This design comes from an exercise in tuning for small area, a short achievable clock period and few clock cycles per item on the open sky130 flow, not from production work. Where RTL was checked, it was by simulation tests only, not by an equivalence proof against the original. Power is estimated from default activity; no workload was simulated.

==> flow/design.v <==
module gsm7_septet (
    input  wire        clk,
    input  wire        rst,           
    input  wire        cmd_valid,
    output wire        cmd_ready,
    input  wire [2:0]  cmd_op,
    input  wire [15:0] cmd_len,
    input  wire [7:0]  cmd_hdr_len,
    input  wire        in_valid,
    output wire        in_ready,
    input  wire [31:0] in_data,
    output wire        out_valid,
    input  wire        out_ready,
    output wire [7:0]  out_data,
    output wire        res_valid,
    input  wire        res_ready,
    output wire [7:0]  res_err,
    output wire [7:0]  res_count
);
    reg         busy;        
    reg         crdy;        
    reg         rv;          
    reg         irdy;        
    reg         fst;         
    reg         hbig;        
    reg         m_pack;      
    reg         m_hex;       
    reg         pre;         
    reg         more;        
    reg  [10:0] rem;         
    reg  [7:0]  cnt;         
    reg  [2:0]  hl;          
    reg         hexhi;       
    reg         skip;        
    reg  [4:0]  err;
    reg         sv;          
    reg  [7:0]  sq;          
    reg         sbad;        
    reg  [1:0]  sc;          
    reg         slo;         
    reg  [14:0] acc;         
    reg  [3:0]  k;           
    reg  [7:0]  od;          
    reg  [3:0]  lo;          
    reg         ov;          
    reg         olo;         
    function automatic [7:0] hexc(input [3:0] d);
        reg g;
        begin
            g = d[3] & (d[2] | d[1]);                    
            hexc = {1'b0, g, ~g, ~g, ~g & d[3],
                    g ? (d[2] & (d[1] | d[0])) : d[2],
                    g ? ~(d[1] ^ d[0]) : d[1],
                    d[0] ^ g};
        end
    endfunction
    wire len_big = (|cmd_len[15:11]) | (cmd_len[10] & (|cmd_len[9:0]));
    wire op_pack = (cmd_op == 3'd0);
    wire op_hdr  = (cmd_op == 3'd1);
    wire hl_big  = (|cmd_hdr_len[7:3]) | (&cmd_hdr_len[2:0]);
    wire f1      = (cmd_op[2] & cmd_op[1]) | len_big | (cmd_op == 3'd5);
    wire [4:0] e1 = (cmd_op[2] & cmd_op[1]) ? 5'h10 : len_big ? 5'h12 :
                    (cmd_op == 3'd5) ? 5'h03 : 5'h00;
    wire c_pre   = op_hdr & ~f1;
    wire c_more  = ~f1 & (|cmd_len[10:0]);
    wire r_248   = (|rem[10:8]) | ((&rem[7:3]) & (|rem[2:0]));
    wire p2      = fst & ~skip & (pre ? (hbig | r_248) : (m_pack & (|rem[10:8])));
    wire [4:0] e2 = (pre & hbig) ? 5'h17 : 5'h19;
    wire c_pack  = op_pack | op_hdr;
    wire [7:0] len7     = cmd_len[7:0] + 8'd7;
    wire [7:0] len_byte = op_hdr ? len7 : cmd_len[7:0];
    wire hl_nz   = |hl;
    wire auto_st = pre & ~hl_nz;                     
    wire pre_bit = pre & cnt[2] & cnt[1];            
    wire move    = sv & (~k[3] | slo);               
    wire sfree   = ~sv | move;
    wire done_in = ~pre & ~more & ~sv;
    wire flt   = |err;                               
    assign in_ready = irdy;
    wire fire  = in_valid & irdy;
    wire st1   = auto_st ? (skip | sfree) : fire;    
    wire sload = st1 & ~skip;                        
    wire commit = ~pre & ~m_pack & (~m_hex | hexhi);  
    wire hi24  = |in_data[31:8];
    wire c_dig = (in_data[7:4] == 4'h3) & (in_data[3:0] <= 4'h9);
    wire c_let = ~in_data[7] & in_data[6] & (in_data[4:3] == 2'b00) &
                 (in_data[2:0] != 3'd0) & (in_data[2:0] != 3'd7);
    wire [3:0] hv = {in_data[3] | in_data[6],
                     in_data[2] ^ (in_data[6] & in_data[1] & in_data[0]),
                     in_data[1] ^ (in_data[6] & in_data[0]),
                     in_data[0] ^ in_data[6]};
    wire [7:0] sx = auto_st ? 8'd0 :
                    (~pre & m_hex) ? (hexhi ? {4'd0, hv} : {hv, 4'd0}) : in_data[7:0];
    wire bad = (~pre & m_hex) ? ~(~hi24 & (c_dig | c_let)) :
               (hi24 | (~pre & m_pack & in_data[7]));
    wire [1:0] sw = pre ? {pre_bit, 1'b0} :
                    m_pack ? 2'd1 :
                    (m_hex & ~hexhi) ? 2'd3 : 2'd0;
    reg        s_fault;
    reg  [4:0] s_err;
    always @* begin
        s_fault = sbad; s_err = 5'h13;
        if (m_pack) begin
            if (sc == 2'd1) s_err = 5'h18;
        end else if (m_hex) begin
            s_err = 5'h15;
            if ((sc == 2'd3) & ~sbad & ~more) begin s_fault = 1'b1; s_err = 5'h16; end
        end
    end
    wire        k7  = &k[2:0];
    wire [14:0] ins = {7'd0, sq} << k[2:0];
    wire [14:0] tot = acc | (move ? ins : 15'd0);
    wire [3:0]  kw  = (sc == 2'd0) ? {1'b1, k[2:0]} :
                      (sc == 2'd1) ? ({1'b0, k[2:0]} + 4'd7) :
                      (sc == 2'd2) ? ({1'b0, k[2:0]} + 4'd1) : {1'b0, k[2:0]};
    wire [3:0]  kt  = move ? kw : k;
    wire hi_on  = ov & m_pack & ~olo;                
    wire ofree  = ~ov | (out_ready & ~hi_on);
    wire av_go  = (sc == 2'd0) | ((sc == 2'd1) & (|k[2:0])) | (((sc == 2'd2) | ~m_pack) & k7);
    wire av_no  = k[3] | (m_pack ? (done_in & (|k[2:0])) : k7);
    wire avail  = move ? av_go : av_no;
    wire load   = ofree & avail;
    wire left   = k[3] | (m_pack ? (|k[2:0]) : k7);      
    assign out_valid = ov;
    assign out_data  = od;
    assign res_valid = rv;
    assign res_err   = {3'd0, err};
    assign res_count = cnt;                           
    assign cmd_ready = crdy;
    wire take = ~busy & cmd_valid;
    wire pre_n  = pre & ~((pre_bit & st1) | (auto_st & skip)) & ~p2;
    wire more_n = ((fire & ~pre) ? (rem != 11'd1) : more) & ~p2;
    wire hlnz_n = (fire & pre) ? (hl != 3'd1) : hl_nz;
    wire cap_n  = sload & commit & (cnt == 8'd158);
    wire skip_n = skip | cap_n | (move & ~flt & s_fault) | p2;
    wire sv_n   = sload | (sv & ~move);
    wire slo_n  = sload ? (m_hex & hexhi) : slo;
    wire k3_n   = load ? (~m_pack & (&kt)) : kt[3];
    wire room_n = skip_n | ~sv_n | ~k3_n | slo_n;
    wire need_n = pre_n ? hlnz_n : more_n;
    always @(posedge clk) begin
        if (rst) begin
            busy <= 1'b0;
            crdy <= 1'b1;
            rv   <= 1'b0;
            ov   <= 1'b0;
            irdy <= 1'b0;
        end else if (take) begin
            busy <= 1'b1;
            crdy <= 1'b0;
            irdy <= op_hdr ? (|cmd_hdr_len[2:0]) : (|cmd_len[10:0]);
        end else if (busy) begin
            irdy <= need_n & room_n;
            if (ov & out_ready & ~hi_on)
                ov <= 1'b0;
            if (load)
                ov <= 1'b1;
            if (!rv && done_in && !left && ofree)
                rv <= 1'b1;
            if (rv && res_ready) begin
                rv   <= 1'b0;
                busy <= 1'b0;
                crdy <= 1'b1;
                irdy <= 1'b0;
            end
        end
    end
    always @(posedge clk) begin
        if (!busy) begin
            pre    <= c_pre;
            more   <= c_more;
            sv     <= 1'b0;
            fst    <= 1'b1;
            hbig   <= hl_big;
            m_pack <= c_pack;
            m_hex  <= (cmd_op == 3'd2);
            rem    <= cmd_len[10:0];
            cnt    <= 8'd0;
            hl     <= cmd_hdr_len[2:0];
            hexhi  <= 1'b0;
            skip   <= f1;
            err    <= e1;
            acc    <= {7'd0, len_byte & {8{c_pack}}};
            k      <= {c_pack, 3'd0};
        end else begin
            fst  <= 1'b0;
            if (p2) begin
                skip <= 1'b1;
                err  <= e2;
            end
            more <= more_n;
            pre  <= pre_n;
            if (sload)
                sv <= 1'b1;
            else if (move)
                sv <= 1'b0;
            if (fire & ~pre)
                rem <= rem - 11'd1;
            if (fire & pre) hl <= hl - 3'd1;
            if (m_hex & fire) hexhi <= ~hexhi;
            if (flt)
                cnt <= 8'd0;
            else if (pre ? (st1 & ~skip) : (sload & (m_pack | commit)))
                cnt <= cnt + ((~m_pack & (cnt[2:0] == 3'd6)) ? 8'd2 : 8'd1);
            if (cap_n)
                skip <= 1'b1;                           
            if (sfree) begin                            
                sq   <= sx;
                sbad <= ~auto_st & bad;
                sc  <= sw;
                slo <= m_hex & hexhi;
            end
            if (move & ~flt & s_fault) begin            
                skip <= 1'b1;
                err  <= s_err;
            end
            if (ov & out_ready & hi_on)
                olo <= 1'b1;
            if (load | (out_ready & hi_on))
                od  <= m_pack ? hexc(hi_on ? lo : tot[7:4]) : {1'b0, tot[6:0]};
            if (load) begin
                lo  <= tot[3:0];
                olo <= 1'b0;
                if (m_pack) begin
                    acc <= {8'd0, tot[14:8]};
                    k   <= kt[3] ? {1'b0, kt[2:0]} : 4'd0;
                end else begin
                    acc <= {7'd0, tot[14:7]};
                    k   <= kt - 4'd7;
                end
            end else begin
                acc <= tot;
                k   <= kt;
            end
        end
    end
endmodule
Settings: LEC_CHECK=0, CAP_MARGIN=20, CORE_MARGIN=2, CORE_UTILIZATION=60, CTS_BUF_LIST=sky130_fd_sc_hd__clkbuf_8, SETUP_SLACK_MARGIN=4.3, SLEW_MARGIN=20; clock period 7.0 ns.
standard.sh (not shown) runs the stock make flow with config.mk's settings and CLKGATE_MAP_FILE= SYNTH_SCRIPT=/design/flow/synth_recipe.tcl, a recipe that flattens the netlist after the stock synthesis.
==> flow/flow/run.sh <==
#!/bin/bash
# Standard layout, with plain buffers (not delay cells) on the ports.
set -euo pipefail
export BUFFER_PORTS_ARGS="-buffer_cell sky130_fd_sc_hd__buf_1"
bash standard.sh > standard.log 2>&1
The baseline completed without violations.
Testbench counts at the start, summed over its fixed seeds: cycles 40,152, items 28,162.
Edit:
--- a/flow/design.v
+++ b/flow/design.v
@@ -18,14 +18,12 @@
     output wire [7:0]  res_count
 );
     reg         busy;        
     reg         crdy;        
     reg         rv;          
     reg         irdy;        
-    reg         fst;         
-    reg         hbig;        
     reg         m_pack;      
     reg         m_hex;       
     reg         pre;         
     reg         more;        
     reg  [10:0] rem;         
     reg  [7:0]  cnt;         
@@ -55,20 +53,28 @@
         end
     endfunction
     wire len_big = (|cmd_len[15:11]) | (cmd_len[10] & (|cmd_len[9:0]));
     wire op_pack = (cmd_op == 3'd0);
     wire op_hdr  = (cmd_op == 3'd1);
     wire hl_big  = (|cmd_hdr_len[7:3]) | (&cmd_hdr_len[2:0]);
-    wire f1      = (cmd_op[2] & cmd_op[1]) | len_big | (cmd_op == 3'd5);
-    wire [4:0] e1 = (cmd_op[2] & cmd_op[1]) ? 5'h10 : len_big ? 5'h12 :
-                    (cmd_op == 3'd5) ? 5'h03 : 5'h00;
-    wire c_pre   = op_hdr & ~f1;
-    wire c_more  = ~f1 & (|cmd_len[10:0]);
-    wire r_248   = (|rem[10:8]) | ((&rem[7:3]) & (|rem[2:0]));
-    wire p2      = fst & ~skip & (pre ? (hbig | r_248) : (m_pack & (|rem[10:8])));
-    wire [4:0] e2 = (pre & hbig) ? 5'h17 : 5'h19;
+    wire n_255   = |cmd_len[10:8];
+    wire n_248   = n_255 | ((&cmd_len[7:3]) & (|cmd_len[2:0]));
+    reg  [4:0] pf;
+    always @* begin
+        if (cmd_op[2] & cmd_op[1])                     pf = 5'h10;
+        else if (len_big)                              pf = 5'h12;
+        else if (cmd_op == 3'd5)                       pf = 5'h03;
+        else if (op_pack & n_255)                      pf = 5'h19;
+        else if (op_hdr & hl_big)                      pf = 5'h17;
+        else if (op_hdr & n_248)                       pf = 5'h19;
+        else                                           pf = 5'h00;
+    end
+    wire pf_any  = (cmd_op[2] & cmd_op[1]) | len_big | (cmd_op == 3'd5) |
+                   (op_pack & n_255) | (op_hdr & (hl_big | n_248));
+    wire c_pre   = op_hdr & ~len_big & ~hl_big & ~n_248;
+    wire c_more  = ~pf_any & (|cmd_len[10:0]);
     wire c_pack  = op_pack | op_hdr;
     wire [7:0] len7     = cmd_len[7:0] + 8'd7;
     wire [7:0] len_byte = op_hdr ? len7 : cmd_len[7:0];
     wire hl_nz   = |hl;
     wire auto_st = pre & ~hl_nz;                     
     wire pre_bit = pre & cnt[2] & cnt[1];            
@@ -125,17 +131,17 @@
     assign out_data  = od;
     assign res_valid = rv;
     assign res_err   = {3'd0, err};
     assign res_count = cnt;                           
     assign cmd_ready = crdy;
     wire take = ~busy & cmd_valid;
-    wire pre_n  = pre & ~((pre_bit & st1) | (auto_st & skip)) & ~p2;
-    wire more_n = ((fire & ~pre) ? (rem != 11'd1) : more) & ~p2;
+    wire pre_n  = pre & ~((pre_bit & st1) | (auto_st & skip));
+    wire more_n = (fire & ~pre) ? (rem != 11'd1) : more;
     wire hlnz_n = (fire & pre) ? (hl != 3'd1) : hl_nz;
     wire cap_n  = sload & commit & (cnt == 8'd158);
-    wire skip_n = skip | cap_n | (move & ~flt & s_fault) | p2;
+    wire skip_n = skip | cap_n | (move & ~flt & s_fault);
     wire sv_n   = sload | (sv & ~move);
     wire slo_n  = sload ? (m_hex & hexhi) : slo;
     wire k3_n   = load ? (~m_pack & (&kt)) : kt[3];
     wire room_n = skip_n | ~sv_n | ~k3_n | slo_n;
     wire need_n = pre_n ? hlnz_n : more_n;
     always @(posedge clk) begin
@@ -167,30 +173,23 @@
     end
     always @(posedge clk) begin
         if (!busy) begin
             pre    <= c_pre;
             more   <= c_more;
             sv     <= 1'b0;
-            fst    <= 1'b1;
-            hbig   <= hl_big;
             m_pack <= c_pack;
             m_hex  <= (cmd_op == 3'd2);
             rem    <= cmd_len[10:0];
             cnt    <= 8'd0;
             hl     <= cmd_hdr_len[2:0];
             hexhi  <= 1'b0;
-            skip   <= f1;
-            err    <= e1;
+            skip   <= pf_any;
+            err    <= pf;
             acc    <= {7'd0, len_byte & {8{c_pack}}};
             k      <= {c_pack, 3'd0};
         end else begin
-            fst  <= 1'b0;
-            if (p2) begin
-                skip <= 1'b1;
-                err  <= e2;
-            end
             more <= more_n;
             pre  <= pre_n;
             if (sload)
                 sv <= 1'b1;
             else if (move)
                 sv <= 1'b0;
@@ -201,13 +200,13 @@
             if (flt)
                 cnt <= 8'd0;
             else if (pre ? (st1 & ~skip) : (sload & (m_pack | commit)))
                 cnt <= cnt + ((~m_pack & (cnt[2:0] == 3'd6)) ? 8'd2 : 8'd1);
             if (cap_n)
                 skip <= 1'b1;                           
-            if (sfree) begin                            
+            if (sload) begin
                 sq   <= sx;
                 sbad <= ~auto_st & bad;
                 sc  <= sw;
                 slo <= m_hex & hexhi;
             end
             if (move & ~flt & s_fault) begin            
Outcome: The changed run completed without violations; hold slack gets better by 8.3 ps; power shrinks by 1.9%; worst setup slack got worse by 140 ps; core utilization went up by 1.4 points; cell count rises by 0.89%; design area rose by 0.54%; wire length came out higher by 3.8%; clock-buffer cell count does not change; maximum frequency decreases by 5.1%; clock power rises by about 3%.
Only the layout flow was run in the second run of this note; the RTL was not checked for function there.

-- what the ideal ports hide --
The flow's constraints put no driver on any port. The routed layouts listed below were extracted and timed again, unchanged, in two steps.
Step 1 assumes that a clkbuf_16 drives the clock port and a buf_2 every other input.
Step 2 times the ports against the registers' clock, not the clock port: input delays grow and output delays shrink by t, the midpoint of the rising clock arrivals with the driver on.
Slacks: ideal / step 1 / step 2; pairs: ideal / step 1.
run | t (ns) | slack for setup (ns) | hold slack, ns | worst slew at a driven data input, ns | pins driven straight from the clock port
the first run | 0.388 | 4.380 / 4.394 / 4.006 | 0.491 / 0.491 / 0.491 | 0.04 | 1
the second run | 0.396 | 4.240 / 4.253 / 3.857 | 0.499 / 0.499 / 0.499 | 0.04 | 1
After both steps setup and hold are still met in every run listed. For the second run, which loses most, drivers alone change the setup slack by +0.013 ns; drivers and shift together by -0.383 ns.
